From an optimization exercise on the open Yosys and OpenROAD flow, aimed at a short achievable clock period and few clock cycles; shortcuts taken in it are not production practice.
At most, simulation tests tie the RTL to the original design; equivalence was not proved.
The RTL of run 3 was laid out without a check of its function.
Power and IR drop assume default switching activity.

==> flow/design.v <==
module mc3_engine (
    input  wire        clk,
    input  wire        rst,           
    input  wire        start,         
    input  wire [15:0] prog_len,      
    output wire [15:0] prog_addr,
    input  wire [7:0]  prog_rdata,
    output reg         mem_en,
    output reg         mem_we,
    output reg  [24:0] mem_addr,
    output reg  [23:0] mem_wdata,
    input  wire [23:0] mem_rdata,
    output wire        done,          
    output wire [1:0]  fault,         
    output wire [15:0] pc,            
    output wire [24:0] mem_len        
);
    localparam [7:0] OP_STORE      = 8'd17;
    localparam [7:0] OP_SQRT       = 8'd19;
    localparam [7:0] OP_LOAD_MEM   = 8'd24;
    localparam [7:0] OP_LOAD_CONST = 8'd28;
    localparam [1:0] C_LC = 2'd0, C_ST = 2'd1, C_LM = 2'd2, C_SQ = 2'd3;
    localparam integer Q = 4;        
    integer i;
    reg        busy;         
    reg        done_r;
    reg        fend;         
    reg [1:0]  fault_r;
    reg [15:0] pc_r;
    reg [24:0] mlen_r;
    reg [15:0] len_r;
    assign done    = done_r;
    assign fault   = fault_r;
    assign pc      = pc_r;
    assign mem_len = mlen_r;
    wire go = start && !busy;
    reg [15:0] qB  [0:Q-1];
    reg [23:0] qC  [0:Q-1];
    reg [23:0] qD  [0:Q-1];
    reg [1:0]  qcls[0:Q-1];
    reg [Q-1:0] qv;              
    reg [Q-1:0] qskip;           
    reg [Q-1:0] qrep;            
    reg [Q-1:0] qlc, qst, qlm, qsq;    
    reg [Q-1:0] qcmp;            
    reg [Q-1:0] qbl;             
    reg [Q-1:0] qlml;            
    reg [Q-1:0] qpen;            
    reg [23:0]  qfa [0:Q-1];     
    reg [4:0]   qra [0:Q-1];     
    reg [Q-1:0] qhz;             
    reg [Q-1:0] qph;             
    reg [Q-1:0] rpo;             
    reg [2:0]   rpb;             
    reg [2:0]   nres;            
    wire pop;                    
    reg [15:0] fa;           
    reg [15:0] left;         
    reg        left1;        
    reg [3:0]  fidx;         
    reg        fv;           
    reg [1:0]  fcls;         
    reg [15:0] fpc;          
    reg [2:0]  fslot;        
    reg        f_lt5, f_lt6, f_lt9;    
    assign prog_addr = fa;
    reg        t1_v;
    reg [3:0]  t1_idx;
    reg [2:0]  t1_slot;      
    reg [1:0]  t1_cls;
    reg [1:0]  d_cls;
    reg        d_bad;
    wire [1:0] in_cls = (prog_rdata == OP_LOAD_CONST) ? C_LC :
                        (prog_rdata == OP_STORE)      ? C_ST :
                        (prog_rdata == OP_LOAD_MEM)   ? C_LM : C_SQ;
    wire       in_bad = (prog_rdata != OP_LOAD_CONST) && (prog_rdata != OP_STORE) &&
                        (prog_rdata != OP_LOAD_MEM) && (prog_rdata != OP_SQRT);
    wire d_trunc = (d_cls == C_LC) ? f_lt6 : (d_cls == C_ST) ? f_lt5 : f_lt9;
    wire d_fault = d_bad || d_trunc;
    wire [3:0] f_lastidx = (fcls == C_LC) ? 4'd5 : (fcls == C_ST) ? 4'd4 : 4'd8;
    wire       f_islast  = fv && (fidx >= 4'd3) && (fidx == f_lastidx);
    wire       f_run     = busy && !fend;
    reg [15:0] aB;
    reg [23:0] aC;
    reg [15:0] aD;           
    reg        aCz;          
    reg        aR0;          
    reg        aR0b;         
    reg        aR1;          
    wire [7:0] b = prog_rdata;
    wire [7:0] aBl_m1  = aB[7:0] - 8'd1;
    wire [7:0] aBh_m1  = aB[15:8] - 8'd1;
    localparam [3:0] E_IDLE = 4'd0,
                     E_ST_A = 4'd1,   
                     E_ST_B = 4'd2,   
                     E_RA   = 4'd6,   
                     E_RB   = 4'd7,   
                     E_WA   = 4'd8,   
                     E_WB   = 4'd9,   
                     E_BUB  = 4'd10,  
                     E_BUBR = 4'd11,  
                     E_REP  = 4'd12,  
                     E_LOC  = 4'd13;  
    reg [3:0]  es;
    reg [23:0] rep_data;     
    reg [24:0] raddr;        
    reg [24:0] waddr;        
    reg [23:0] rleft;        
    reg        lm_rep;
    reg [2:0]  ex_slot;      
    reg        ex_loc;
    localparam integer SH = 32;
    reg [23:0] sh [0:SH-1];
    reg        sh_wen;       
    reg [31:0] ex_ra;        
    reg        sh_fwd;       
    reg        vacc_en;      
    reg [5:0]  vacc_addr;
    localparam [2:0] U_IDLE = 3'd0, U_RD = 3'd1, U_CAP = 3'd2, U_DIG = 3'd3, U_RDY = 3'd4;
    reg [2:0]  us   [0:1];
    reg [23:0] uD   [0:1];
    reg [2:0]  uslot[0:1];   
    reg [23:0] uin;          
    reg [1:0]  uloc;         
    reg [1:0]  udlive;       
    reg [19:0] un   [0:1];   
    reg [12:0] uR   [0:1];   
    reg [11:0] ur   [0:1];   
    reg [15:0] ut3  [0:1];   
    reg [2:0]  uit  [0:1];
    wire [1:0] u_busy = {us[1] != U_IDLE, us[0] != U_IDLE};
    wire [16:0] sX   [0:1];
    wire [17:0] sc1  [0:1];
    wire [17:0] sc2  [0:1];
    wire [17:0] sc3  [0:1];
    wire [1:0]  sd   [0:1];
    wire [12:0] sRn  [0:1];
    wire [11:0] srn  [0:1];
    wire [15:0] st3n [0:1];
    genvar g;
    generate
        for (g = 0; g < 2; g = g + 1) begin : rootdig
            wire [15:0] t3x4 = {ut3[g][13:0], 2'b00};
            assign sX[g]  = {uR[g], un[g][19:16]};
            assign sc1[g] = {1'b0, sX[g]} - {3'd0, ur[g], 3'b001};
            assign sc2[g] = {1'b0, sX[g]} - {2'd0, ur[g], 4'b0100};
            assign sc3[g] = {1'b0, sX[g]} - {2'd0, ut3[g]};
            assign sd[g]  = !sc3[g][17] ? 2'd3 : !sc2[g][17] ? 2'd2 : !sc1[g][17] ? 2'd1 : 2'd0;
            assign sRn[g] = !sc3[g][17] ? sc3[g][12:0] : !sc2[g][17] ? sc2[g][12:0] :
                            !sc1[g][17] ? sc1[g][12:0] : sX[g][12:0];
            assign srn[g] = {ur[g][9:0], sd[g]};
            assign st3n[g] = (sd[g] == 2'd3) ? t3x4 + 16'd45 :
                             (sd[g] == 2'd2) ? t3x4 + 16'd21 :
                             (sd[g] == 2'd1) ? t3x4 - 16'd3  : t3x4 - 16'd27;
        end
    endgenerate
    reg  [1:0] u_wr;         
    wire [11:0] u_root0 = (us[0] == U_RDY) ? ur[0] : srn[0];
    wire [11:0] u_root1 = (us[1] == U_RDY) ? ur[1] : srn[1];
    wire [23:0] s0in [0:1];
    wire [3:0]  s0x  [0:1];
    wire [1:0]  s0d  [0:1];
    wire [3:0]  s0sq [0:1];
    wire [15:0] s0t3 [0:1];
    generate
        for (g = 0; g < 2; g = g + 1) begin : firstdig
            assign s0in[g] = uloc[g] ? uin : mem_rdata;
            assign s0x[g]  = s0in[g][23:20];
            assign s0d[g]  = (s0x[g] >= 4'd9) ? 2'd3 : (s0x[g] >= 4'd4) ? 2'd2 :
                             (s0x[g] >= 4'd1) ? 2'd1 : 2'd0;
            assign s0sq[g] = (s0d[g] == 2'd3) ? 4'd9 : (s0d[g] == 2'd2) ? 4'd4 :
                             (s0d[g] == 2'd1) ? 4'd1 : 4'd0;
            assign s0t3[g] = (s0d[g] == 2'd3) ? 16'd81 : (s0d[g] == 2'd2) ? 16'd57 :
                             (s0d[g] == 2'd1) ? 16'd33 : 16'd9;
        end
    endgenerate
    function touches;
        input [1:0]  cls;
        input        skip;
        input [15:0] eb;
        input [23:0] ec;
        input [23:0] ed;
        input [23:0] a;
        begin
            case (cls)
                C_LC: touches = ({8'd0, eb} == a);
                C_ST: touches = ({8'd0, eb} == a) || ({8'd0, ec[15:0]} == a);
                C_SQ: touches = ({8'd0, eb} == a) || (ed == a);
                default: touches = !skip;
            endcase
        end
    endfunction
    function [2:0] nxt;
        input [2:0] k;
        begin
            nxt = (k == Q - 1) ? 3'd0 : k + 3'd1;
        end
    endfunction
    reg [Q-1:0] hzn;         
    reg [Q-1:0] phn;         
    integer k, kp;
    always @(*) begin
        for (k = 0; k < Q; k = k + 1) begin
            kp = (k == 0) ? Q - 1 : k - 1;
            hzn[k] = !qv[k] || !qcmp[k] ||
                (u_busy[0] && touches(qcls[k], qskip[k], qB[k], qC[k], qD[k], uD[0])) ||
                (u_busy[1] && touches(qcls[k], qskip[k], qB[k], qC[k], qD[k], uD[1]));
            phn[k] = qv[k] && qv[kp] && qsq[kp] && !rpo[k] &&
                touches(qcls[k], qskip[k], qB[k], qC[k], qD[k], qD[kp]);
        end
    end
    reg [15:0] hB;
    reg [23:0] hC;
    reg [23:0] hD;
    always @(*) begin
        hB = 16'd0;
        hC = 24'd0;
        hD = 24'd0;
        for (k = 0; k < Q; k = k + 1) begin
            hB = hB | (qB[k] & {16{rpo[k]}});
            hC = hC | (qC[k] & {24{rpo[k]}});
            hD = hD | (qD[k] & {24{rpo[k]}});
        end
    end
    reg  [23:0] hfa;
    always @(*) begin
        hfa = 24'd0;
        for (k = 0; k < Q; k = k + 1)
            hfa = hfa | (qfa[k] & {24{rpo[k]}});
    end
    wire h_pen  = |(qpen & rpo);
    wire h_v    = |(qv & rpo);
    wire h_hz   = |((qhz | qph) & rpo);
    wire h_lc   = |(qlc & rpo);
    wire h_lm   = |(qlm & rpo);
    wire h_st   = |(qst & rpo);
    wire h_sq   = |(qsq & rpo);
    wire h_skip = |(qskip & rpo);
    wire h_rep  = |(qrep & rpo);
    wire u_free0 = (us[0] == U_IDLE);
    wire u_free1 = (us[1] == U_IDLE);
    wire at_bnd  = (es == E_IDLE);
    wire uw      = at_bnd && (u_wr != 2'b00);            
    wire uw1     = !u_wr[0];                             
    wire hz_ok   = (u_busy == 2'b00) || !h_hz;
    assign pop   = at_bnd && !uw && h_v && hz_ok && (!h_sq || u_free0 || u_free1);
    wire pop_u1  = !u_free0;                             
    wire h_cmp   = |(qcmp & rpo);
    wire        h_bl    = |(qbl & rpo);
    wire        h_lmloc = |(qlml & rpo);
    reg  [4:0]  hra;
    reg  [23:0] sh_sel;
    always @(*) begin
        hra = 5'd0;
        for (k = 0; k < Q; k = k + 1)
            hra = hra | (qra[k] & {5{rpo[k]}});
        sh_sel = 24'd0;
        for (k = 0; k < SH; k = k + 1)
            sh_sel = sh_sel | (sh[k] & {24{ex_ra[k]}});
    end
    wire [6:0]  h_dce   = {2'd0, hD[4:0]} + {1'b0, hC[5:0]};    
    wire [23:0] sh_rd   = sh_fwd ? mem_wdata : sh_sel;
    reg [Q-1:0] t1_we;       
    reg [Q-1:0] t1_wl;       
    reg [Q-1:0] t1_wv;       
    wire t1_head  = t1_v && (t1_slot == rpb);            
    wire room    = (nres < Q);
    wire f_alloc = f_run && ((!fv && room) || (f_islast && !left1 && room));
    wire f_fault = f_run && fv && (fidx == 4'd2) && d_fault;
    wire m_ge_a = mem_en && (mem_addr >= mlen_r);
    wire m_ge_v = vacc_en && ({19'd0, vacc_addr} >= mlen_r);
    wire m_a_v  = (mem_addr >= {19'd0, vacc_addr});
    wire m_pa   = m_ge_a && (!m_ge_v || m_a_v);
    wire [1:0] u_lo = {uD[1][23:5] == 19'd0, uD[0][23:5] == 19'd0};
    wire       n_lo = at_bnd ? (uw ? (uw1 ? u_lo[1] : u_lo[0]) : h_bl)
                             : (waddr[24:5] == 20'd0);
    reg        n_en;
    reg        n_we;
    reg [24:0] n_addr;
    wire        n_sh    = ((es == E_ST_B) && ex_loc) || (es == E_LOC);
    wire [23:0] n_wd_o  = (es == E_IDLE) ? (uw ? {12'd0, uw1 ? u_root1 : u_root0} : hC) :
                          (es == E_REP)  ? rep_data : mem_rdata;
    wire [23:0] n_wdata = n_sh ? sh_rd : n_wd_o;
    always @(*) begin
        n_en    = 1'b0;
        n_we    = 1'b0;
        n_addr  = waddr;
        case (es)
            E_IDLE: begin
                n_addr  = {1'b0, uw ? (uw1 ? uD[1] : uD[0]) : hfa};
                n_en    = uw || (pop && h_pen);
                n_we    = uw || h_lc;
            end
            E_ST_B: begin
                n_en = 1'b1;
                n_we = 1'b1;
            end
            E_RB, E_BUB, E_WA, E_BUBR: begin
                n_en = 1'b1;
                n_we = 1'b1;
            end
            E_LOC: begin
                n_en    = 1'b1;
                n_we    = 1'b1;
            end
            E_RA: begin
                n_en   = !lm_rep && (rleft != 24'd0);
                n_addr = raddr + 25'd1;
            end
            E_WB: begin
                n_en   = 1'b1;
                n_addr = raddr + 25'd1;
            end
            E_REP: begin
                n_en    = 1'b1;
                n_we    = 1'b1;
            end
            default: ;
        endcase
    end
    always @(posedge clk) begin
        if (t1_v) begin
            case (t1_idx)
                4'd1: aB[7:0]  <= b;
                4'd2: aB[15:8] <= b;
                4'd3: begin
                    aC[7:0] <= b;
                    aCz <= (b == 8'd0);
                end
                4'd4: begin
                    aC[15:8] <= b;
                    aCz <= aCz && (b == 8'd0);
                end
                4'd5: begin
                    aC[23:16] <= b;
                    aCz <= aCz && (b == 8'd0);
                end
                4'd6: begin
                    aD[7:0] <= b;
                    aR0  <= (b == aBl_m1);
                    aR0b <= (aB[7:0] == 8'd0);
                end
                4'd7: begin
                    aD[15:8] <= b;
                    aR1 <= aR0 && (aR0b ? ((b == aBh_m1) && (aB[15:8] != 8'd0))
                                        : (b == aB[15:8]));
                end
                default: begin
                    d_cls <= in_cls;
                    d_bad <= in_bad;
                end
            endcase
        end
        for (i = 0; i < Q; i = i + 1) begin
            if (t1_we[i]) begin
                qB[i]   <= {b, aB[7:0]};
                qcls[i] <= d_cls;
                qlc[i]  <= 1'b0;
                qst[i]  <= (d_cls == C_ST);
                qlm[i]  <= 1'b0;
                qsq[i]  <= (d_cls == C_SQ);
                qskip[i] <= 1'b0;
                qrep[i]  <= 1'b0;
                qbl[i]   <= (b == 8'd0) && (aB[7:5] == 3'd0);
                qpen[i]  <= !((b == 8'd0) && (aB[7:5] == 3'd0));
                qfa[i]   <= {8'd0, b, aB[7:0]};
                qra[i]   <= aB[4:0];
            end
            if (t1_wl[i]) begin
                qB[i]   <= aB;
                qcls[i] <= t1_cls;
                qlc[i]  <= (t1_cls == C_LC);
                qst[i]  <= (t1_cls == C_ST);
                qlm[i]  <= (t1_cls == C_LM);
                qsq[i]  <= (t1_cls == C_SQ);
                case (t1_cls)
                    C_LC: qC[i] <= {b, aC[15:0]};
                    C_ST: qC[i] <= {8'd0, b, aC[7:0]};
                    default: qC[i] <= aC;
                endcase
                qD[i]    <= {b, aD};
                qskip[i] <= (t1_cls == C_LM) && aCz;
                qrep[i]  <= aR1 && (b == 8'd0);
                qbl[i]   <= (aB[15:5] == 11'd0);
                qfa[i]   <= (t1_cls == C_LM) ? {b, aD} : {8'd0, aB};
                case (t1_cls)
                    C_LC:    qpen[i] <= 1'b1;
                    C_LM:    qpen[i] <= !aCz && !((b == 8'd0) && (aD[15:5] == 11'd0) &&
                                (aC[23:6] == 18'd0) &&
                                (({2'd0, aD[4:0]} + {1'b0, aC[5:0]}) <= 7'd32));
                    default: qpen[i] <= !(aB[15:5] == 11'd0);
                endcase
                qra[i]   <= (t1_cls == C_LM) ? aD[4:0] : aB[4:0];
                qlml[i]  <= (b == 8'd0) && (aD[15:5] == 11'd0) && (aC[23:6] == 18'd0) &&
                            (({2'd0, aD[4:0]} + {1'b0, aC[5:0]}) <= 7'd32);
            end
        end
        for (i = 0; i < SH; i = i + 1) begin
            if (go)
                sh[i] <= 24'd0;
            else if (sh_wen && (mem_addr[4:0] == i))
                sh[i] <= mem_wdata;
        end
        vacc_addr <= h_lm ? (h_dce[5:0] - 6'd1) : {1'b0, hB[4:0]};
        sh_wen <= !rst && n_en && n_we && n_lo;
        sh_fwd <= (es == E_LOC) && lm_rep && (rleft != 24'd0);
        if (es == E_LOC)
            ex_ra <= {ex_ra[30:0], ex_ra[31]};
        else if (es == E_IDLE)
            ex_ra <= 32'd1 << hra;
        mem_addr  <= n_addr;
        mem_wdata <= n_wdata;
        if (es == E_BUBR)
            rep_data <= mem_rdata;
        uin <= sh_rd;
        for (i = 0; i < 2; i = i + 1) begin
            case (us[i])
                U_CAP: begin
                    un[i]  <= s0in[i][19:0];
                    ur[i]  <= {10'd0, s0d[i]};
                    uR[i]  <= {9'd0, s0x[i] - s0sq[i]};
                    ut3[i] <= s0t3[i];
                    uit[i] <= 3'd5;
                end
                U_DIG: begin
                    un[i]  <= {un[i][15:0], 4'd0};
                    ur[i]  <= srn[i];
                    uR[i]  <= sRn[i];
                    ut3[i] <= st3n[i];
                    uit[i] <= uit[i] - 3'd1;
                end
                default: ;
            endcase
        end
        for (i = 0; i < 2; i = i + 1) begin
            if (us[i] == U_IDLE) begin
                uD[i]    <= h_cmp ? hD : {8'd0, aD};
                uslot[i] <= rpb;
                if (t1_head && t1_idx == 4'd6) uD[i][7:0]   <= b;
                if (t1_head && t1_idx == 4'd7) uD[i][15:8]  <= b;
                if (t1_head && t1_idx == 4'd8) uD[i][23:16] <= b;
            end else if (udlive[i] && t1_v && t1_slot == uslot[i]) begin
                if (t1_idx == 4'd6) uD[i][7:0]   <= b;
                if (t1_idx == 4'd7) uD[i][15:8]  <= b;
                if (t1_idx == 4'd8) uD[i][23:16] <= b;
            end
        end
        if (rst) begin
            busy    <= 1'b0;
            done_r  <= 1'b0;
            fend    <= 1'b0;
            fault_r <= 2'd0;
            pc_r    <= 16'd0;
            mlen_r  <= 25'd0;
            len_r   <= 16'd0;
            qv      <= {Q{1'b0}};
            qhz     <= {Q{1'b1}};
            qph     <= {Q{1'b0}};
            rpo     <= {{(Q-1){1'b0}}, 1'b1};
            rpb     <= 3'd0;
            nres    <= 3'd0;
            fa      <= 16'd0;
            left    <= 16'd0;
            left1   <= 1'b0;
            fidx    <= 4'd0;
            fv      <= 1'b0;
            fcls    <= 2'd0;
            fpc     <= 16'd0;
            fslot   <= 3'd0;
            f_lt5   <= 1'b0;
            f_lt6   <= 1'b0;
            f_lt9   <= 1'b0;
            t1_v    <= 1'b0;
            t1_idx  <= 4'd0;
            t1_slot <= 3'd0;
            t1_cls  <= 2'd0;
            t1_we   <= {Q{1'b0}};
            t1_wl   <= {Q{1'b0}};
            t1_wv   <= {Q{1'b0}};
            es      <= E_IDLE;
            mem_en  <= 1'b0;
            mem_we  <= 1'b0;
            us[0]   <= U_IDLE;
            vacc_en <= 1'b0;
            udlive  <= 2'b00;
            u_wr    <= 2'b00;
            us[1]   <= U_IDLE;
        end else begin
            t1_v    <= go ? (prog_len != 16'd0) : (fv && f_run);
            t1_idx  <= go ? 4'd0 : fidx;
            t1_slot <= go ? rpb : fslot;
            t1_cls  <= fcls;
            for (i = 0; i < Q; i = i + 1) begin
                t1_we[i] <= !go && f_run && fv && (fidx == 4'd2) && (fslot == i) &&
                            ((d_cls == C_ST) || (d_cls == C_SQ)) && !d_fault;
                t1_wl[i] <= !go && f_run && f_islast && (fslot == i);
                t1_wv[i] <= !go && f_run && f_islast && (fslot == i) &&
                            ((fcls == C_LC) || (fcls == C_LM));
            end
            if (go) begin
                busy    <= 1'b1;
                done_r  <= 1'b0;
                fault_r <= 2'd0;
                len_r   <= prog_len;
                fa      <= 16'd1;
                left    <= prog_len - 16'd1;
                left1   <= (prog_len == 16'd2);
                fidx    <= 4'd1;
                fpc     <= 16'd0;
                fslot   <= rpb;
                f_lt5   <= prog_len < 16'd5;
                f_lt6   <= prog_len < 16'd6;
                f_lt9   <= prog_len < 16'd9;
                pc_r    <= 16'd0;
                if (prog_len == 16'd0) begin
                    fend <= 1'b1;
                    fv   <= 1'b0;
                end else begin
                    fend <= 1'b0;
                    fv   <= 1'b1;
                end
            end else if (f_run) begin
                if (!fv) begin
                    if (room) fv <= 1'b1;
                end else if (fidx == 4'd2) begin
                    if (d_fault) begin
                        fault_r <= d_bad ? 2'd1 : 2'd2;
                        pc_r    <= fpc;
                        fend    <= 1'b1;
                        fv      <= 1'b0;
                    end else begin
                        fcls <= d_cls;
                        if (d_cls == C_SQ) begin
                            fidx <= 4'd6;
                            fa   <= fa + 16'd4;
                            left <= left - 16'd4;
                            left1 <= (left == 16'd5);
                        end else begin
                            fidx <= 4'd3;
                            fa   <= fa + 16'd1;
                            left <= left - 16'd1;
                            left1 <= (left == 16'd2);
                        end
                    end
                end else if (f_islast) begin
                    fa    <= fa + 16'd1;
                    left  <= left - 16'd1;
                    left1 <= (left == 16'd2);
                    fidx  <= 4'd0;
                    fpc   <= fa + 16'd1;
                    fslot <= nxt(fslot);
                    f_lt5 <= left < 16'd6;
                    f_lt6 <= left < 16'd7;
                    f_lt9 <= left < 16'd10;
                    if (left1) begin
                        fend <= 1'b1;
                        fv   <= 1'b0;
                        pc_r <= len_r;
                    end else begin
                        fv   <= room;
                    end
                end else begin
                    fidx <= fidx + 4'd1;
                    fa   <= fa + 16'd1;
                    left <= left - 16'd1;
                    left1 <= (left == 16'd2);
                end
            end
            if (go)
                nres <= (prog_len != 16'd0) ? 3'd1 : 3'd0;
            else
                nres <= nres + {2'd0, f_alloc} - {2'd0, pop || f_fault};
            for (i = 0; i < Q; i = i + 1) begin
                if (t1_we[i] || t1_wv[i])
                    qv[i] <= 1'b1;
                else if (pop && rpo[i])
                    qv[i] <= 1'b0;
                if (t1_we[i])
                    qcmp[i] <= 1'b0;
                else if (t1_wl[i])
                    qcmp[i] <= 1'b1;
            end
            if (pop) begin
                rpo <= {rpo[Q-2:0], rpo[Q-1]};
                rpb <= nxt(rpb);
            end
            qhz <= hzn;
            qph <= phn;
            if (go)
                mlen_r <= 25'd0;
            else if (m_pa)
                mlen_r <= mem_addr + 25'd1;
            else if (m_ge_v)
                mlen_r <= {19'd0, vacc_addr} + 25'd1;
            vacc_en <= pop && !uw && !h_skip && (((h_st || h_sq) && h_bl) || (h_lm && h_lmloc));
            for (i = 0; i < 2; i = i + 1) begin
                case (us[i])
                    U_RD:  us[i] <= U_CAP;
                    U_CAP: us[i] <= U_DIG;
                    U_DIG: if (uit[i] == 3'd1)
                               us[i] <= (uw && (uw1 == i[0])) ? U_IDLE : U_RDY;
                    U_RDY: if (uw && (uw1 == i[0])) us[i] <= U_IDLE;
                    default: ;
                endcase
                u_wr[i] <= ((us[i] == U_DIG) && (uit[i] == 3'd2)) ||
                           (((us[i] == U_RDY) || ((us[i] == U_DIG) && (uit[i] == 3'd1))) &&
                            !(uw && (uw1 == i[0])));
            end
            for (i = 0; i < 2; i = i + 1) begin
                if (pop && h_sq && (pop_u1 == i[0]))
                    udlive[i] <= !h_cmp && !(t1_head && t1_idx == 4'd8);
                else if (udlive[i] && t1_v && t1_slot == uslot[i] && t1_idx == 4'd8)
                    udlive[i] <= 1'b0;
            end
            for (i = 0; i < 2; i = i + 1)
                if (pop && h_sq && (pop_u1 == i[0]))
                    uloc[i] <= h_bl;
            if (pop && h_sq) begin
                if (pop_u1) us[1] <= U_RD;
                else        us[0] <= U_RD;
            end
            mem_en <= n_en;
            mem_we <= n_we;
            case (es)
                E_IDLE: begin
                    raddr     <= {1'b0, hD};
                    waddr     <= h_st ? {9'd0, h_cmp ? hC[15:0] : aC[15:0]} : {9'd0, hB};
                    if (t1_head && t1_idx == 4'd3) waddr[7:0]  <= b;
                    if (t1_head && t1_idx == 4'd4) waddr[15:8] <= b;
                    ex_slot   <= rpb;
                    rleft     <= hC - 24'd1;
                    lm_rep    <= h_rep;
                    ex_loc    <= h_bl;
                    if (pop) begin
                        if (h_st && !(h_bl && h_cmp))
                            es <= E_ST_A;
                        else if (h_st)
                            es <= E_ST_B;
                        else if (h_lm && h_lmloc && !h_skip)
                            es <= E_LOC;
                        else if (h_lm && !h_lmloc && !h_skip)
                            es <= E_RA;
                    end
                end
                E_ST_A: begin
                    if (t1_v && t1_slot == ex_slot && t1_idx == 4'd4) waddr[15:8] <= b;
                    es <= E_ST_B;
                end
                E_ST_B: es <= E_IDLE;
                E_RA: begin
                    if (lm_rep) begin
                        es <= E_BUBR;
                    end else if (rleft != 24'd0) begin
                        raddr    <= raddr + 25'd1;
                        rleft    <= rleft - 24'd1;
                        es       <= E_RB;
                    end else begin
                        es <= E_BUB;
                    end
                end
                E_RB, E_BUB: begin
                    waddr     <= waddr + 25'd1;
                    es        <= (es == E_RB) ? E_WA : E_IDLE;
                end
                E_WA: begin
                    waddr     <= waddr + 25'd1;
                    es        <= (rleft != 24'd0) ? E_WB : E_IDLE;
                end
                E_WB: begin
                    raddr    <= raddr + 25'd1;
                    rleft    <= rleft - 24'd1;
                    es       <= E_RA;
                end
                E_BUBR: begin
                    waddr     <= waddr + 25'd1;
                    es        <= (rleft != 24'd0) ? E_REP : E_IDLE;
                end
                E_LOC: begin
                    raddr    <= raddr + 25'd1;
                    waddr    <= waddr + 25'd1;
                    rleft    <= rleft - 24'd1;
                    if (rleft == 24'd0)
                        es <= E_IDLE;
                end
                E_REP: begin
                    waddr    <= waddr + 25'd1;
                    rleft    <= rleft - 24'd1;
                    if (rleft == 24'd1)
                        es <= E_IDLE;
                end
                default: es <= E_IDLE;
            endcase
            if (busy && !go && fend && !t1_v && !h_v && at_bnd &&
                (u_busy == 2'b00)) begin
                busy   <= 1'b0;
                done_r <= 1'b1;
                fa     <= 16'd0;
                fidx   <= 4'd0;
            end
        end
    end
endmodule
==> flow/run.sh <==
#!/bin/bash
# synth_recipe.tcl (not shown) runs the flow's synth.tcl, then flattens the netlist and writes it again
# the make line also repeats each setting of config.mk as NAME=value (left out here)
make -C /OpenROAD-flow-scripts/flow DESIGN_CONFIG=/design/flow/config.mk WORK_HOME=/design/flow/orfs CLKGATE_MAP_FILE= SYNTH_SCRIPT=/design/flow/synth_recipe.tcl finish
==> flow/config.mk <==
export PLATFORM = sky130hd
export DESIGN_NAME = mc3_engine
export DESIGN_NICKNAME = mc3_engine
export VERILOG_FILES = /design/flow/design.v
export SDC_FILE = /design/flow/constraint.sdc
export NUM_CORES = 4
export LEC_CHECK = 0
export ABC_CLOCK_PERIOD_IN_PS = 2500
export CAP_MARGIN = 20
export CORE_MARGIN = 2
export CORE_UTILIZATION = 45
export SETUP_SLACK_MARGIN = 5
export SLEW_MARGIN = 20
==> flow/constraint.sdc <==
create_clock -name core_clock -period 8.0 [get_ports {clk}]
set_input_delay 1.6000 -clock core_clock [delete_from_list [all_inputs] [get_ports {clk}]]
set_output_delay 1.6000 -clock core_clock [all_outputs]
set_load 0.01 [all_outputs]
==> metrics.cfg, run 1 <==
[placed_design]
dp.cells=12500
place_ws_ns=3.52
placed_cell_area_mm2=0.0957
finalWeightedCongestion=1.05
dp.final_hpwl_mm=284
io_buffers=161

[worst_setup_path]
crit_path_frequent_cell=or4_4
crit_type=reg2reg
critPathBufInv=1
crit_slowest_cell=or4_4
max_stage_delay_ns=0.59
crit_fanout=3
critPathLaunchType=flip-flop
end_kind=flip-flop
path_cells=or4_4 -> or4_4 -> or4_4 -> nor2b_4 -> buf_6 -> o31ai_4 -> a21oi_4 -> a21oi_4 -> nor2_4
cpLargestDelayFamily=simple AND/OR/NAND/NOR gates
worstPathRequired_ns=8.72
cp.arrival_ns=3.85

[logic_synthesis]
synth-seq-area-share=0.481
syn_area_mm2=0.0913
avgSynthCellArea_um2=8.89
yosysUniqueCellTypes=87
async_flop_share=0
synth-seq-cells=1808
yosys_warnings=16
syn-num-nets=10500
ys.flop_type=dfxtp_1
synthCells=10300
synth_edf_count=774

[layout]
fin_nets=10600
fillerInstances=18200
instances_no_fill=13200
multiInputGateArea_mm2=0.0451
syn2layout_area_growth_pct=17.8
final_cell_mix=nand2_1, a21oi_1, dfxtp_1, edfxtp_1, nor2_1
final_util=0.533
drive_gt1_frac=0.144
register_area_mm2=0.0443
postLayoutCellArea_mm2=0.108
final_common_cell=nand2_1

[power]
power_frac_seq=0.480
p_int_mw=15.3
p_switching_mw=5.10
p_comb_frac=0.059
swShare=0.250
total_power_mw=20.4
p_clk_frac=0.461
p_per_area_mw_per_mm2=189
ir_worst_vdd_mv=0.226
leakage_nw=37.8

[detailed_routing]
routed.top_layer=met5
first_pass_iters=10
postRouteAntennaNets=0
routed_wl_mm=456
route.met2.wl_mm=194
drt_iter0_markers=12900
drc=0
vias=86300
met1_length_mm=167
avgRoutedWirePerCell_um=34.4
vias_per_cell=6.52
wl_met3_mm=51.0

[timing]
tns_ns=0
skew_ns=0.0846
min_period_over_period=0.392
slew_headroom=0.170
worst_slew_pin_slew_ns=1.24
period_needed_ns=3.13
hold_violations=0
holdWs_ns=0.442
fmax_mhz=319
slew_viol_final=0
rsz0062_at_grt=true
setup_viol=0
worst_slack_ns=4.87

[clock_network]
cts.clk_slew.worst_paths_ns=0.06
htreeDepth=4
cts_buffers=198
clk_path_buf_depth=3
numClockSinks=1808
clk_latency_ns=0.91
cts_tree=built
root_buffer=clkbuf_16

[grt]
grt_max_degree=190
antenna_found_initial=30
grt_pass1_vias=79800
grt_usage=0.424
gr-total-overflow=0
grt_pass1_wl_mm=621

[floorplanning]
die_x_um=454
ios=162
fp.coreArea_mm2=0.202
fp-row-count=165
die-area_mm2=0.207
die_h_um=454
start_util=0.452

[outcome]
outcome=complete, no violations

[job]
drv_cap=0

[worst_hold_path]
hold_class=reg2reg

[state kept, by name, indices dropped and copies added (netlist names), 25 cells and up]
signal    count
ut3          26
qB           64
qC           96
sh          768
uD           48
mem_addr     25
qD           96
ex_ra        32
uR           26
waddr        25
qfa          80
un           40
raddr        25
mlen_r       25
[area by class of cell]
class	count	area share
timing repair buffer	729	0.0665
clock inverter	91	0.00917
sequential	1808	0.412
antenna	34	0.000791
clock buffer	281	0.0526
tap	2672	0.0311
multi-input combinational	7387	0.420
inverter	237	0.00853
[cell usage after synthesis (17+ instances only)]
| library cell | count | share of area |
|---|---|---|
| nand2_1 | 2186 | 0.090 |
| a311oi_1 | 22 | 0.0021 |
| nand3_1 | 176 | 0.0096 |
| dfxtp_1 | 1034 | 0.23 |
| buf_2 | 20 | 0.0011 |
| mux2i_1 | 192 | 0.021 |
| o211ai_1 | 69 | 0.0057 |
| a21oi_1 | 1148 | 0.063 |
| clkbuf_1 | 766 | 0.031 |
| nand2b_1 | 39 | 0.0027 |
| a221o_1 | 17 | 0.0019 |
| buf_1 | 62 | 0.0025 |
| nor4_1 | 123 | 0.0084 |
| or2_2 | 26 | 0.0018 |
| and2_1 | 45 | 0.0031 |
| mux2_2 | 63 | 0.0078 |
| xnor2_1 | 410 | 0.039 |
| o21a_1 | 30 | 0.0025 |
| a22o_1 | 174 | 0.017 |
| nor2b_1 | 45 | 0.0031 |
| and3_1 | 91 | 0.0062 |
| nand4_1 | 163 | 0.011 |
| ha_1 | 178 | 0.024 |
| a211oi_1 | 74 | 0.0061 |
| o22ai_1 | 33 | 0.0023 |
| a222oi_1 | 28 | 0.0031 |
| a221oi_1 | 177 | 0.017 |
| a22oi_1 | 223 | 0.018 |
| or3_1 | 20 | 0.0014 |
| edfxtp_1 | 774 | 0.25 |
| o21ai_0 | 350 | 0.019 |
| nand3b_1 | 17 | 0.0014 |
| xor2_1 | 274 | 0.026 |
| a21o_1 | 39 | 0.0032 |
| nor3_1 | 145 | 0.0079 |
| nor2_1 | 520 | 0.021 |
| a31oi_1 | 48 | 0.0033 |
| inv_1 | 235 | 0.0097 |
[path summary, 6_finish.rpt]
kind / from / end / slack [ns] / cells after the start
hold / removal: t1_wv[2]$_SDFF_PP0_ / qv[2]$_SDFFE_PP0P_ / 0.44 / 2
setup / recovery: rleft[19]$_DFFE_PP_ / mem_en$_SDFF_PP0_ / 4.87 / 9
hold reg to reg: t1_wv[2]$_SDFF_PP0_ / qv[2]$_SDFFE_PP0P_ / 0.44 / 2
setup reg to reg: rleft[19]$_DFFE_PP_ / mem_en$_SDFF_PP0_ / 4.87 / 9
[cell families after synthesis]
group | after synthesis | synth area share
AO/OA/AOI/OAI | 2582 | 0.178
XOR/XNOR | 684 | 0.0656
adder cells (fa/ha/maj) | 182 | 0.0252
buffers and inverters | 1086 | 0.0450
flip-flops | 1808 | 0.481
multiplexers | 256 | 0.0289
AND/OR/NAND/NOR | 3676 | 0.176
[tightest hold or removal path, stage by stage, from the launching register on]
cell and delay (ns):
dfxtp_1 0.31, a211oi_1 0.04, nor2_1 0.06
[layer usage]
metal	GRT usage	vias up
met2	0.631	6071
met4	0.331	6
li1	-	36700
met3	0.0972	1692
met1	0.531	41800
met5	0	-
[power groups by stage]
stage	logic [mW]	clock network, mW	registers [mW]
5_1_grt	1.26	9.80	9.77
4_1_cts	1.13	9.41	9.76
3_5_place_dp	1.07	0	9.99
2_1_floorplan	0.693	0	9.91
6_report	1.21	9.39	9.77
3_3_place_gp	1.07	0	9.99
[what timing repair did]
| item | in CTS | in global routing |
|---|---|---|
| buffers inserted | 177 | 75 |
| setup endpoints to repair | 676 | 827 |
| pin swaps | 21 | 39 |
| gates cloned | 33 | 13 |
| hold buffers | 0 | 0 |
| gates resized for setup | 957 | 168 |
Testbench counts, summed over its fixed seeds: cycles 23,764.
==> inputs of run 2 (changes only) <==
--- a/flow/design.v
+++ b/flow/design.v
@@ -111,7 +111,8 @@
     reg        ex_loc;
     localparam integer SH = 32;
     reg [23:0] sh [0:SH-1];
-    reg        sh_wen;       
+    reg [SH-1:0] sh_we;      
+    reg [23:0]   sh_wd;      
     reg [31:0] ex_ra;        
     reg        sh_fwd;       
     reg        vacc_en;      
@@ -175,19 +176,21 @@
         end
     endgenerate
     function touches;
-        input [1:0]  cls;
+        input        lc;
+        input        st;
+        input        sq;
+        input        lm;
         input        skip;
         input [15:0] eb;
         input [23:0] ec;
         input [23:0] ed;
         input [23:0] a;
+        reg          eqb, eqc, eqd;
         begin
-            case (cls)
-                C_LC: touches = ({8'd0, eb} == a);
-                C_ST: touches = ({8'd0, eb} == a) || ({8'd0, ec[15:0]} == a);
-                C_SQ: touches = ({8'd0, eb} == a) || (ed == a);
-                default: touches = !skip;
-            endcase
+            eqb = ({8'd0, eb} == a);
+            eqc = ({8'd0, ec[15:0]} == a);
+            eqd = (ed == a);
+            touches = (eqb && (lc || st || sq)) || (eqc && st) || (eqd && sq) || (lm && !skip);
         end
     endfunction
     function [2:0] nxt;
@@ -203,10 +206,10 @@
         for (k = 0; k < Q; k = k + 1) begin
             kp = (k == 0) ? Q - 1 : k - 1;
             hzn[k] = !qv[k] || !qcmp[k] ||
-                (u_busy[0] && touches(qcls[k], qskip[k], qB[k], qC[k], qD[k], uD[0])) ||
-                (u_busy[1] && touches(qcls[k], qskip[k], qB[k], qC[k], qD[k], uD[1]));
+                (u_busy[0] && touches(qlc[k], qst[k], qsq[k], qlm[k], qskip[k], qB[k], qC[k], qD[k], uD[0])) ||
+                (u_busy[1] && touches(qlc[k], qst[k], qsq[k], qlm[k], qskip[k], qB[k], qC[k], qD[k], uD[1]));
             phn[k] = qv[k] && qv[kp] && qsq[kp] && !rpo[k] &&
-                touches(qcls[k], qskip[k], qB[k], qC[k], qD[k], qD[kp]);
+                touches(qlc[k], qst[k], qsq[k], qlm[k], qskip[k], qB[k], qC[k], qD[k], qD[kp]);
         end
     end
     reg [15:0] hB;
@@ -259,7 +262,7 @@
             sh_sel = sh_sel | (sh[k] & {24{ex_ra[k]}});
     end
     wire [6:0]  h_dce   = {2'd0, hD[4:0]} + {1'b0, hC[5:0]};    
-    wire [23:0] sh_rd   = sh_fwd ? mem_wdata : sh_sel;
+    wire [23:0] sh_rd   = sh_fwd ? sh_wd : sh_sel;
     reg [Q-1:0] t1_we;       
     reg [Q-1:0] t1_wl;       
     reg [Q-1:0] t1_wv;       
@@ -398,11 +401,12 @@
         for (i = 0; i < SH; i = i + 1) begin
             if (go)
                 sh[i] <= 24'd0;
-            else if (sh_wen && (mem_addr[4:0] == i))
-                sh[i] <= mem_wdata;
+            else if (sh_we[i])
+                sh[i] <= sh_wd;
         end
         vacc_addr <= h_lm ? (h_dce[5:0] - 6'd1) : {1'b0, hB[4:0]};
-        sh_wen <= !rst && n_en && n_we && n_lo;
+        for (i = 0; i < SH; i = i + 1)
+            sh_we[i] <= !rst && n_en && n_we && n_lo && (n_addr[4:0] == i);
         sh_fwd <= (es == E_LOC) && lm_rep && (rleft != 24'd0);
         if (es == E_LOC)
             ex_ra <= {ex_ra[30:0], ex_ra[31]};
@@ -410,6 +414,8 @@
             ex_ra <= 32'd1 << hra;
         mem_addr  <= n_addr;
         mem_wdata <= n_wdata;
+        if (n_en && n_we && n_lo)
+            sh_wd <= n_wdata;
         if (es == E_BUBR)
             rep_data <= mem_rdata;
         uin <= sh_rd;
==> run 2 against run 1 <==
  * Die area grew 2.3%
  * Synthesized cell count fell by 8.0%
  * Maximum frequency is 0.24% lower
  * Non-clock buffer count down 62
  * Sequential power rose by 0.9%
  * First-iteration DRC count fell by 24%
  * Register-to-register slack barely moved
==> metrics.cfg, run 2 <==
[detailed_routing]
vias=78400  ; -9.2%
met1_length_mm=157  ; -5.7%
route.met2.wl_mm=176  ; -9.3%
first_pass_iters=7  ; -3
routed.top_layer=met5
vias_per_cell=6.35  ; -2.6%
avgRoutedWirePerCell_um=32.5  ; -5.7%
postRouteAntennaNets=0  ; unchanged
wl_met3_mm=38.7  ; -24%
routed_wl_mm=401  ; -12%
drt_iter0_markers=9787  ; -24%
drc=0  ; unchanged

[worst_setup_path]
critPathLaunchType=flip-flop
max_stage_delay_ns=0.54  ; -0.05 ns
crit_slowest_cell=edfxtp_1
crit_path_frequent_cell=nor4_4
cp.arrival_ns=3.73  ; -0.12 ns
r2r_slack_ns=4.86  ; about the same
worstPathRequired_ns=8.59  ; -0.13 ns
path_cells=a22o_1 -> a221oi_4 -> buf_12 -> ha_4 -> inv_2 -> or3_4 -> nor4_4 -> and3_4 -> nand3_4 -> nor4_4 -> xor2_1 -> o21ai_1
worstReg2RegEnd=rleft[18]$_DFFE_PP_
worstReg2RegStart=qC[2][0]$_DFFE_PP_
reg2regPathDepth=12  ; +3
crit_fanout=4  ; +1
crit_type=reg2reg
end_kind=flip-flop

[timing]
fmax_mhz=318  ; -0.24%
worst_slack_ns=4.86  ; -0.00751 ns
min_period_over_period=0.392  ; +0.000939
skew_ns=0.0833  ; -0.00130 ns
slew_headroom=0.198  ; +0.0280
worst_slew_pin_slew_ns=1.20  ; -0.0426 ns
setup_viol=0  ; unchanged
slew_viol_final=0  ; unchanged
rsz0062_at_grt=true
tns_ns=0  ; unchanged
period_needed_ns=3.14  ; +0.00751 ns
hold_violations=0  ; unchanged

[grt]
grt_max_degree=236  ; +24%
grt_usage=0.365  ; -0.0591
grt_pass1_vias=73900  ; -7.4%
grt_pass1_wl_mm=554  ; -11%
gr-total-overflow=0  ; unchanged
antenna_found_initial=16  ; -47%

[power]
ir_worst_vdd_mv=0.230  ; +1.9%
p_per_area_mw_per_mm2=184  ; -3.0%
leakage_nw=38.7  ; +2.2%

[logic_synthesis]
synth-seq-area-share=0.482  ; +0.000791
synthCells=9448  ; -8.0%
yosysMostFrequentCell=nor2_1
yosysUniqueCellTypes=89  ; +2.3%
yosys_warnings=16  ; unchanged
syn_area_mm2=0.0935  ; +2.3%
ys_top_cells_by_area=edfxtp_1, dfxtp_1, mux2i_1
async_flop_share=0  ; unchanged
syn-num-nets=9675  ; -7.9%
ys.flop_type=dfxtp_1
synth_top_cell_area_share=0.254  ; -0.000672
avgSynthCellArea_um2=9.89  ; +11%
synth_largest_area_cell=edfxtp_1
synth_common_cells=nor2_1, dfxtp_1, mux2i_1, edfxtp_1, clkbuf_1
synth-seq-cells=1855  ; +2.6%
synth_edf_count=790  ; +2.1%

[layout]
drive_gt1_frac=0.150  ; +0.00658
reg.largest.list=sh x768, qC x96, qD x96
final_cell_mix=nor2_1, dfxtp_1, mux2i_1, edfxtp_1, nand2_1
largest_reg_flops=768  ; unchanged
final_common_cell=nor2_1
fin_nets=9699  ; -8.4%
instances_no_fill=12400  ; -6.7%
final_util=0.524  ; -0.00855
top_register=sh
syn2layout_area_growth_pct=16.0

[placed_design]
dp.final_hpwl_mm=251  ; -12%
dp.cells=11700  ; -6.6%
place_ws_ns=3.57  ; +0.0487 ns
io_buffers=161  ; unchanged
finalWeightedCongestion=1.03  ; -2.3%

[floorplanning]
fp.coreArea_mm2=0.207  ; +2.5%
ios=162  ; unchanged
die-area_mm2=0.211  ; +2.3%
die_h_um=460  ; +1.2%
fp-row-count=167  ; +1.2%
start_util=0.452  ; -0.000514
die_x_um=460  ; +1.2%

[clock_network]
cts_hold_buf=0  ; unchanged
clk_path_buf_depth=3  ; unchanged
clk_latency_ns=0.88  ; -0.03 ns
cts_tree=built
root_buffer=clkbuf_16
cts.clk_slew.worst_paths_ns=0.07  ; about the same
htreeDepth=4  ; unchanged
numClockSinks=1855  ; +2.6%
cts_buffers=198  ; unchanged

[worst_hold_path]
hold_path_startpoint=t1_wv[0]$_SDFF_PP0_
whs_endpoint=qv[0]$_SDFFE_PP0P_
hold_depth=2  ; unchanged
hold_class=reg2reg

[outcome]
outcome=complete, no violations

[job]
drv_cap=0  ; unchanged

## run 2: cell types whose count changed in the layout (fill, tap and decap cells not counted), sizes merged, moves of 30 or more
cell / previous run / this run
a21oi: 1153 / 359
buf: 647 / 611
dfxtp: 1034 / 1065
diode: 34 / 4
inv: 245 / 207
mux2i: 192 / 900
nand2: 2187 / 582
nor2: 521 / 1215
nor3: 146 / 184
nor4: 123 / 161
o211ai: 69 / 38
o22ai: 33 / 3
xor2: 274 / 539
## run 2: metrics by stage
| step | hold slack, ns | cell area, µm² | total power, mW |
|---|---|---|---|
| 3_5_place_dp | 0.430 | 97500 | 10.5 |
| 5_1_grt | 0.463 | 108000 | 20.4 |
| 6_report | 0.444 | 108000 | 19.9 |
| 4_1_cts | 0.435 | 107000 | 19.9 |
| 3_3_place_gp | 0.431 | 97500 | 10.5 |
| 2_1_floorplan | 0.417 | 93900 | 10.3 |
## run 2: worst max-delay path by stage
| stage | startpoint | to | depth (start not counted) |
|---|---|---|---|
| 5_1_grt | rpo[2]$_SDFFE_PP0P_ | rleft[18]$_DFFE_PP_ | 14 |
| 2_1_floorplan | mem_rdata[21] | uR[0][2]$_DFFE_PP_ | 11 |
| 4_1_cts | rpo[2]$_SDFFE_PP0P_ | rleft[18]$_DFFE_PP_ | 14 |
| 3_5_place_dp | prog_rdata[3] | qpen[2]$_DFFE_PN_ | 11 |
| 6_report | qC[2][0]$_DFFE_PP_ | rleft[18]$_DFFE_PP_ | 12 |
| 3_3_place_gp | prog_rdata[3] | qpen[2]$_DFFE_PN_ | 11 |
## run 2: critical path, delay by kind of cell (launching register included)
| family | cells | cell delay, ns |
|---|---|---|
| simple gates | 5 | 1.17 |
| fa+ha+maj | 1 | 0.13 |
| buf+inv | 2 | 0.19 |
| flops | 1 | 0.54 |
| compound gates | 3 | 0.64 |
| xor+xnor | 1 | 0.16 |
## run 2: cell type report
class,instances,area (µm²)
inverter,200,779
clock inverter,95,1170
fill,18400,98400
clock buffer,279,5610
timing repair buffer,667,6030
multi-input combinational,6550,46000
antenna,4,10.0
tap,2704,3380
sequential,1855,45400
## run 2: kinds of logic after synthesis
logic type | Yosys count | share of synthesized area
AOI/OAI and AO/OA | 1675 | 0.123
xor gates and xnor gates | 934 | 0.0875
adders and majority gates | 177 | 0.0239
buffers and inverters | 1045 | 0.0425
DFF | 1855 | 0.482
muxes | 970 | 0.105
and+or+nand+nor | 2792 | 0.136
## run 2: where the power goes
part / internal, mW / switching [mW]
combinational: 0.129 / 0.311
clock: 5.46 / 4.16
sequential: 9.82 / 0.0399
total: 15.4 / 4.51
## run 2: layer usage
layer  vias to the layer above  global-route usage
met4                        20               0.214
met5                         -                   0
met3                      1215              0.0781
met2                      4470               0.563
met1                     38800               0.471
li1                      33900                   -
## run 2: repair_timing
item / 4_1_cts / 5_1_grt
gates cloned: 9 / 7
setup endpoints to repair: 1215 / 507
pin swaps: 53 / 59
buffers inserted: 180 / 64
resized for setup: 871 / 170
Testbench counts of run 2, summed over its fixed seeds: cycles 23,764.
==> inputs of run 3 (changes only) <==
--- a/flow/design.v
+++ b/flow/design.v
@@ -45,8 +45,7 @@
     reg [Q-1:0] qcmp;            
     reg [Q-1:0] qbl;             
     reg [Q-1:0] qlml;            
-    reg [Q-1:0] qpen;            
-    reg [23:0]  qfa [0:Q-1];     
+    reg [Q-1:0] qc1;             
     reg [4:0]   qra [0:Q-1];     
     reg [Q-1:0] qhz;             
     reg [Q-1:0] qph;             
@@ -56,7 +55,6 @@
     wire pop;                    
     reg [15:0] fa;           
     reg [15:0] left;         
-    reg        left1;        
     reg [3:0]  fidx;         
     reg        fv;           
     reg [1:0]  fcls;         
@@ -67,6 +65,7 @@
     reg        t1_v;
     reg [3:0]  t1_idx;
     reg [2:0]  t1_slot;      
+    reg        t1_last;
     reg [1:0]  t1_cls;
     reg [1:0]  d_cls;
     reg        d_bad;
@@ -108,20 +107,20 @@
     reg [23:0] rleft;        
     reg        lm_rep;
     reg [2:0]  ex_slot;      
+    reg [4:0]  exB;          
     reg        ex_loc;
     localparam integer SH = 32;
     reg [23:0] sh [0:SH-1];
-    reg [SH-1:0] sh_we;      
-    reg [23:0]   sh_wd;      
-    reg [31:0] ex_ra;        
-    reg        sh_fwd;       
+    reg        sh_wen;       
+    reg [4:0]  ex_ra;        
     reg        vacc_en;      
     reg [5:0]  vacc_addr;
     localparam [2:0] U_IDLE = 3'd0, U_RD = 3'd1, U_CAP = 3'd2, U_DIG = 3'd3, U_RDY = 3'd4;
     reg [2:0]  us   [0:1];
     reg [23:0] uD   [0:1];
     reg [2:0]  uslot[0:1];   
-    reg [23:0] uin;          
+    reg [4:0]  ua   [0:1];   
+    reg [23:0] uin  [0:1];   
     reg [1:0]  uloc;         
     reg [1:0]  udlive;       
     reg [19:0] un   [0:1];   
@@ -130,6 +129,7 @@
     reg [15:0] ut3  [0:1];   
     reg [2:0]  uit  [0:1];
     wire [1:0] u_busy = {us[1] != U_IDLE, us[0] != U_IDLE};
+    wire [1:0] u_rdy  = {us[1] == U_RDY,  us[0] == U_RDY};
     wire [16:0] sX   [0:1];
     wire [17:0] sc1  [0:1];
     wire [17:0] sc2  [0:1];
@@ -165,7 +165,7 @@
     wire [15:0] s0t3 [0:1];
     generate
         for (g = 0; g < 2; g = g + 1) begin : firstdig
-            assign s0in[g] = uloc[g] ? uin : mem_rdata;
+            assign s0in[g] = uloc[g] ? uin[g] : mem_rdata;
             assign s0x[g]  = s0in[g][23:20];
             assign s0d[g]  = (s0x[g] >= 4'd9) ? 2'd3 : (s0x[g] >= 4'd4) ? 2'd2 :
                              (s0x[g] >= 4'd1) ? 2'd1 : 2'd0;
@@ -176,21 +176,19 @@
         end
     endgenerate
     function touches;
-        input        lc;
-        input        st;
-        input        sq;
-        input        lm;
+        input [1:0]  cls;
         input        skip;
         input [15:0] eb;
         input [23:0] ec;
         input [23:0] ed;
         input [23:0] a;
-        reg          eqb, eqc, eqd;
         begin
-            eqb = ({8'd0, eb} == a);
-            eqc = ({8'd0, ec[15:0]} == a);
-            eqd = (ed == a);
-            touches = (eqb && (lc || st || sq)) || (eqc && st) || (eqd && sq) || (lm && !skip);
+            case (cls)
+                C_LC: touches = ({8'd0, eb} == a);
+                C_ST: touches = ({8'd0, eb} == a) || ({8'd0, ec[15:0]} == a);
+                C_SQ: touches = ({8'd0, eb} == a) || (ed == a);
+                default: touches = !skip;
+            endcase
         end
     endfunction
     function [2:0] nxt;
@@ -206,10 +204,10 @@
         for (k = 0; k < Q; k = k + 1) begin
             kp = (k == 0) ? Q - 1 : k - 1;
             hzn[k] = !qv[k] || !qcmp[k] ||
-                (u_busy[0] && touches(qlc[k], qst[k], qsq[k], qlm[k], qskip[k], qB[k], qC[k], qD[k], uD[0])) ||
-                (u_busy[1] && touches(qlc[k], qst[k], qsq[k], qlm[k], qskip[k], qB[k], qC[k], qD[k], uD[1]));
+                (u_busy[0] && touches(qcls[k], qskip[k], qB[k], qC[k], qD[k], uD[0])) ||
+                (u_busy[1] && touches(qcls[k], qskip[k], qB[k], qC[k], qD[k], uD[1]));
             phn[k] = qv[k] && qv[kp] && qsq[kp] && !rpo[k] &&
-                touches(qlc[k], qst[k], qsq[k], qlm[k], qskip[k], qB[k], qC[k], qD[k], qD[kp]);
+                touches(qcls[k], qskip[k], qB[k], qC[k], qD[k], qD[kp]);
         end
     end
     reg [15:0] hB;
@@ -225,13 +223,6 @@
             hD = hD | (qD[k] & {24{rpo[k]}});
         end
     end
-    reg  [23:0] hfa;
-    always @(*) begin
-        hfa = 24'd0;
-        for (k = 0; k < Q; k = k + 1)
-            hfa = hfa | (qfa[k] & {24{rpo[k]}});
-    end
-    wire h_pen  = |(qpen & rpo);
     wire h_v    = |(qv & rpo);
     wire h_hz   = |((qhz | qph) & rpo);
     wire h_lc   = |(qlc & rpo);
@@ -251,24 +242,21 @@
     wire h_cmp   = |(qcmp & rpo);
     wire        h_bl    = |(qbl & rpo);
     wire        h_lmloc = |(qlml & rpo);
+    wire        h_c1    = |(qc1 & rpo);
     reg  [4:0]  hra;
-    reg  [23:0] sh_sel;
     always @(*) begin
         hra = 5'd0;
         for (k = 0; k < Q; k = k + 1)
             hra = hra | (qra[k] & {5{rpo[k]}});
-        sh_sel = 24'd0;
-        for (k = 0; k < SH; k = k + 1)
-            sh_sel = sh_sel | (sh[k] & {24{ex_ra[k]}});
     end
     wire [6:0]  h_dce   = {2'd0, hD[4:0]} + {1'b0, hC[5:0]};    
-    wire [23:0] sh_rd   = sh_fwd ? sh_wd : sh_sel;
+    wire [23:0] sh_rd   = (sh_wen && (mem_addr[4:0] == ex_ra)) ? mem_wdata : sh[ex_ra];
     reg [Q-1:0] t1_we;       
     reg [Q-1:0] t1_wl;       
     reg [Q-1:0] t1_wv;       
     wire t1_head  = t1_v && (t1_slot == rpb);            
     wire room    = (nres < Q);
-    wire f_alloc = f_run && ((!fv && room) || (f_islast && !left1 && room));
+    wire f_alloc = f_run && ((!fv && room) || (f_islast && left != 16'd1 && room));
     wire f_fault = f_run && fv && (fidx == 4'd2) && d_fault;
     wire m_ge_a = mem_en && (mem_addr >= mlen_r);
     wire m_ge_v = vacc_en && ({19'd0, vacc_addr} >= mlen_r);
@@ -280,23 +268,36 @@
     reg        n_en;
     reg        n_we;
     reg [24:0] n_addr;
-    wire        n_sh    = ((es == E_ST_B) && ex_loc) || (es == E_LOC);
-    wire [23:0] n_wd_o  = (es == E_IDLE) ? (uw ? {12'd0, uw1 ? u_root1 : u_root0} : hC) :
-                          (es == E_REP)  ? rep_data : mem_rdata;
-    wire [23:0] n_wdata = n_sh ? sh_rd : n_wd_o;
+    reg [23:0] n_wdata;
     always @(*) begin
         n_en    = 1'b0;
         n_we    = 1'b0;
         n_addr  = waddr;
+        n_wdata = mem_rdata;
         case (es)
             E_IDLE: begin
-                n_addr  = {1'b0, uw ? (uw1 ? uD[1] : uD[0]) : hfa};
-                n_en    = uw || (pop && h_pen);
-                n_we    = uw || h_lc;
+                if (uw) begin
+                    n_en    = 1'b1;
+                    n_we    = 1'b1;
+                    n_addr  = {1'b0, uw1 ? uD[1] : uD[0]};
+                    n_wdata = {12'd0, uw1 ? u_root1 : u_root0};
+                end else if (pop) begin
+                    if ((h_st || h_sq) && h_bl) begin
+                        n_en    = 1'b0;
+                    end else if (h_lm && h_lmloc) begin
+                        n_en    = 1'b0;
+                    end else begin
+                        n_en    = !h_skip;
+                        n_we    = h_lc;
+                        n_addr  = (h_lc || h_st || h_sq) ? {9'd0, hB} : {1'b0, hD};
+                        n_wdata = hC;
+                    end
+                end
             end
             E_ST_B: begin
                 n_en = 1'b1;
                 n_we = 1'b1;
+                if (ex_loc) n_wdata = sh_rd;
             end
             E_RB, E_BUB, E_WA, E_BUBR: begin
                 n_en = 1'b1;
@@ -305,6 +306,7 @@
             E_LOC: begin
                 n_en    = 1'b1;
                 n_we    = 1'b1;
+                n_wdata = sh_rd;
             end
             E_RA: begin
                 n_en   = !lm_rep && (rleft != 24'd0);
@@ -317,6 +319,7 @@
             E_REP: begin
                 n_en    = 1'b1;
                 n_we    = 1'b1;
+                n_wdata = rep_data;
             end
             default: ;
         endcase
@@ -365,8 +368,6 @@
                 qskip[i] <= 1'b0;
                 qrep[i]  <= 1'b0;
                 qbl[i]   <= (b == 8'd0) && (aB[7:5] == 3'd0);
-                qpen[i]  <= !((b == 8'd0) && (aB[7:5] == 3'd0));
-                qfa[i]   <= {8'd0, b, aB[7:0]};
                 qra[i]   <= aB[4:0];
             end
             if (t1_wl[i]) begin
@@ -385,40 +386,30 @@
                 qskip[i] <= (t1_cls == C_LM) && aCz;
                 qrep[i]  <= aR1 && (b == 8'd0);
                 qbl[i]   <= (aB[15:5] == 11'd0);
-                qfa[i]   <= (t1_cls == C_LM) ? {b, aD} : {8'd0, aB};
-                case (t1_cls)
-                    C_LC:    qpen[i] <= 1'b1;
-                    C_LM:    qpen[i] <= !aCz && !((b == 8'd0) && (aD[15:5] == 11'd0) &&
-                                (aC[23:6] == 18'd0) &&
-                                (({2'd0, aD[4:0]} + {1'b0, aC[5:0]}) <= 7'd32));
-                    default: qpen[i] <= !(aB[15:5] == 11'd0);
-                endcase
                 qra[i]   <= (t1_cls == C_LM) ? aD[4:0] : aB[4:0];
                 qlml[i]  <= (b == 8'd0) && (aD[15:5] == 11'd0) && (aC[23:6] == 18'd0) &&
                             (({2'd0, aD[4:0]} + {1'b0, aC[5:0]}) <= 7'd32);
+                qc1[i]   <= (aC == 24'd1);
             end
         end
         for (i = 0; i < SH; i = i + 1) begin
             if (go)
                 sh[i] <= 24'd0;
-            else if (sh_we[i])
-                sh[i] <= sh_wd;
+            else if (sh_wen && (mem_addr[4:0] == i))
+                sh[i] <= mem_wdata;
         end
         vacc_addr <= h_lm ? (h_dce[5:0] - 6'd1) : {1'b0, hB[4:0]};
-        for (i = 0; i < SH; i = i + 1)
-            sh_we[i] <= !rst && n_en && n_we && n_lo && (n_addr[4:0] == i);
-        sh_fwd <= (es == E_LOC) && lm_rep && (rleft != 24'd0);
+        sh_wen <= !rst && n_en && n_we && n_lo;
         if (es == E_LOC)
-            ex_ra <= {ex_ra[30:0], ex_ra[31]};
+            ex_ra <= ex_ra + 5'd1;
         else if (es == E_IDLE)
-            ex_ra <= 32'd1 << hra;
+            ex_ra <= hra;
         mem_addr  <= n_addr;
         mem_wdata <= n_wdata;
-        if (n_en && n_we && n_lo)
-            sh_wd <= n_wdata;
         if (es == E_BUBR)
             rep_data <= mem_rdata;
-        uin <= sh_rd;
+        for (i = 0; i < 2; i = i + 1)
+            uin[i] <= sh[ua[i]];
         for (i = 0; i < 2; i = i + 1) begin
             case (us[i])
                 U_CAP: begin
@@ -440,6 +431,7 @@
         end
         for (i = 0; i < 2; i = i + 1) begin
             if (us[i] == U_IDLE) begin
+                ua[i]    <= hra;
                 uD[i]    <= h_cmp ? hD : {8'd0, aD};
                 uslot[i] <= rpb;
                 if (t1_head && t1_idx == 4'd6) uD[i][7:0]   <= b;
@@ -467,7 +459,6 @@
             nres    <= 3'd0;
             fa      <= 16'd0;
             left    <= 16'd0;
-            left1   <= 1'b0;
             fidx    <= 4'd0;
             fv      <= 1'b0;
             fcls    <= 2'd0;
@@ -479,6 +470,7 @@
             t1_v    <= 1'b0;
             t1_idx  <= 4'd0;
             t1_slot <= 3'd0;
+            t1_last <= 1'b0;
             t1_cls  <= 2'd0;
             t1_we   <= {Q{1'b0}};
             t1_wl   <= {Q{1'b0}};
@@ -495,6 +487,7 @@
             t1_v    <= go ? (prog_len != 16'd0) : (fv && f_run);
             t1_idx  <= go ? 4'd0 : fidx;
             t1_slot <= go ? rpb : fslot;
+            t1_last <= !go && f_islast;
             t1_cls  <= fcls;
             for (i = 0; i < Q; i = i + 1) begin
                 t1_we[i] <= !go && f_run && fv && (fidx == 4'd2) && (fslot == i) &&
@@ -510,7 +503,6 @@
                 len_r   <= prog_len;
                 fa      <= 16'd1;
                 left    <= prog_len - 16'd1;
-                left1   <= (prog_len == 16'd2);
                 fidx    <= 4'd1;
                 fpc     <= 16'd0;
                 fslot   <= rpb;
@@ -540,25 +532,22 @@
                             fidx <= 4'd6;
                             fa   <= fa + 16'd4;
                             left <= left - 16'd4;
-                            left1 <= (left == 16'd5);
                         end else begin
                             fidx <= 4'd3;
                             fa   <= fa + 16'd1;
                             left <= left - 16'd1;
-                            left1 <= (left == 16'd2);
                         end
                     end
                 end else if (f_islast) begin
                     fa    <= fa + 16'd1;
                     left  <= left - 16'd1;
-                    left1 <= (left == 16'd2);
                     fidx  <= 4'd0;
                     fpc   <= fa + 16'd1;
                     fslot <= nxt(fslot);
                     f_lt5 <= left < 16'd6;
                     f_lt6 <= left < 16'd7;
                     f_lt9 <= left < 16'd10;
-                    if (left1) begin
+                    if (left == 16'd1) begin
                         fend <= 1'b1;
                         fv   <= 1'b0;
                         pc_r <= len_r;
@@ -569,7 +558,6 @@
                     fidx <= fidx + 4'd1;
                     fa   <= fa + 16'd1;
                     left <= left - 16'd1;
-                    left1 <= (left == 16'd2);
                 end
             end
             if (go)
@@ -636,6 +624,7 @@
                     ex_slot   <= rpb;
                     rleft     <= hC - 24'd1;
                     lm_rep    <= h_rep;
+                    exB       <= hB[4:0];
                     ex_loc    <= h_bl;
                     if (pop) begin
                         if (h_st && !(h_bl && h_cmp))
--- a/flow/config.mk
+++ b/flow/config.mk
@@ -8,6 +8,6 @@
 export ABC_CLOCK_PERIOD_IN_PS = 2500
 export CAP_MARGIN = 20
 export CORE_MARGIN = 2
-export CORE_UTILIZATION = 45
+export CORE_UTILIZATION = 50
 export SETUP_SLACK_MARGIN = 5
 export SLEW_MARGIN = 20
==> run 3 against run 2 <==
  * The flow now stops in global routing
  * Synthesized area up 4.1%
  * Synthesized cell count up 20%
==> metrics.cfg, run 3 <==
[logic_synthesis]
yosys_warnings=17  ; +1
synth_top_cell_area_share=0.217  ; -0.0366
avgSynthCellArea_um2=8.61  ; -13%
ys.flop_type=dfxtp_1
synth_compound_area_frac=0.240  ; +0.116
synth_common_cells=nand2_1, a21oi_1, dfxtp_1, clkbuf_1, edfxtp_1
synth_top_family_by_area=compound AO/OA/AOI/OAI gates
synth-simple-area-share=0.178  ; +0.0416
synth_edf_count=679  ; -14%
yosysMostFrequentCell=nand2_1
syn-num-nets=11500  ; +19%
syn_area_mm2=0.0973  ; +4.1%
ys_top_cells_by_area=dfxtp_1, edfxtp_1, nand2_1
synth_largest_area_cell=dfxtp_1
yosysUniqueCellTypes=98  ; +10%
synth-seq-cells=1735  ; -6.5%
async_flop_share=0  ; unchanged
muxShareOfSynthArea=0.0241  ; -0.0807
synthCells=11300  ; +20%
synth-seq-area-share=0.427  ; -0.0551
synth-adder-area-share=0.0245  ; +0.000574
synthXorXnorAreaFrac=0.0600  ; -0.0275

[grt]
grt_usage=0.650
gr-total-overflow=1
grt_max_degree=117

[floorplanning]
fp-row-count=161  ; -3.6%
start_util=0.504  ; +0.0524
die_h_um=445  ; -3.2%
die_x_um=445  ; -3.2%
ios=162  ; unchanged

[placed_design]
io_buffers=161  ; unchanged
dp.final_hpwl_mm=379  ; +51%
dp.cells=13400  ; +15%
finalWeightedCongestion=1.13  ; +10%

[outcome]
first-error=[ERROR GRT-0232] Routing congestion too high. Check the congestion heatmap in the GUI.
lastStage=global routing
outcome=stopped before the end

[clock_network]
root_buffer=clkbuf_16
htreeDepth=4  ; unchanged
numClockSinks=1735  ; -6.5%
cts_buffers=192  ; -3.0%
cts_hold_buf=0  ; unchanged
clk_path_buf_depth=3  ; unchanged

## run 3: per-layer routing
metal / track usage / GRT overflow
met1: 0.688 / 0
met2: 0.809 / 1
met3: 0.457 / 0
met4: 0.614 / 0
met5: 0.238 / 0
## run 3: worst max-delay path by stage
stage | startpoint | to | depth (start not counted)
after CTS | ex_ra[2]$_DFFE_PP_ | mem_wdata[1]$_DFF_P_ | 11
after floorplan | prog_len[5] | left[15]$_SDFFE_PP0P_ | 6
after detailed placement | mem_rdata[20] | uR[1][2]$_DFFE_PP_ | 12
after global placement | mem_rdata[20] | uR[1][2]$_DFFE_PP_ | 12
## run 3: stage by stage
step	hold WS [ns]	setup WS, ns	cell area (µm²)	util	power [mW]
3_3_place_gp	0.438	3.18	103000	0.532	11.1
4_1_cts	0.460	4.76	113000	0.587	20.4
3_5_place_dp	0.448	3.23	103000	0.532	11.1
2_1_floorplan	0.423	4.57	97500	-	10.4
## run 3: power by group through the flow
stage | sequential (mW) | clock [mW] | combinational [mW]
2_1_floorplan | 9.52 | 0 | 0.856
4_1_cts | 9.40 | 9.31 | 1.66
3_3_place_gp | 9.60 | 0 | 1.47
3_5_place_dp | 9.61 | 0 | 1.49
## run 3: kinds of logic after synthesis
kind of cell | after synthesis
AO/OA/AOI/OAI | 3387
XOR/XNOR | 667
adder cells (fa/ha/maj) | 189
buffers and inverters | 1195
flip-flops | 1735
multiplexers | 227
AND/OR/NAND/NOR | 3898
## run 3: repair_timing
item	in CTS
cloned	28
setup buffers	183
gates resized for setup	1134
endpoints found under the setup margin	1095
pin swaps	63

[port drivers added, routing unchanged]
How much do the figures lean on ideal ports? The routed layouts below were timed once more, with nothing changed but the port constraints.
Step 1: set_driving_cell puts a clkbuf_16 on clk and a buf_2 on each other input, an assumption about the parent block.
Step 2 adds t to the input delays and takes it off the output delays; t is the mean of the earliest and latest rising clock arrival at the registers after step 1. Input paths then give back, and output paths get back, about the clock's delay inside the block.
Slacks: ideal / step 1 / step 2; pairs: ideal / step 1.
| run | t, ns | setup WS [ns] | hold slack, ns | slew at the worst register clock pin (ns) |
|---|---|---|---|---|
| run 1 | 0.972 | 4.868 / 4.810 / 4.081 | 0.442 / 0.442 / 0.442 | 0.07 / 0.07 |
| run 2 | 0.950 | 4.860 / 4.860 / 4.085 | 0.444 / 0.444 / 0.444 | 0.07 / 0.07 |
After both steps every run listed still meets setup and hold. The setup slack of run 1, which loses most, moves by -0.058 ns with the drivers and by -0.787 ns with both steps.
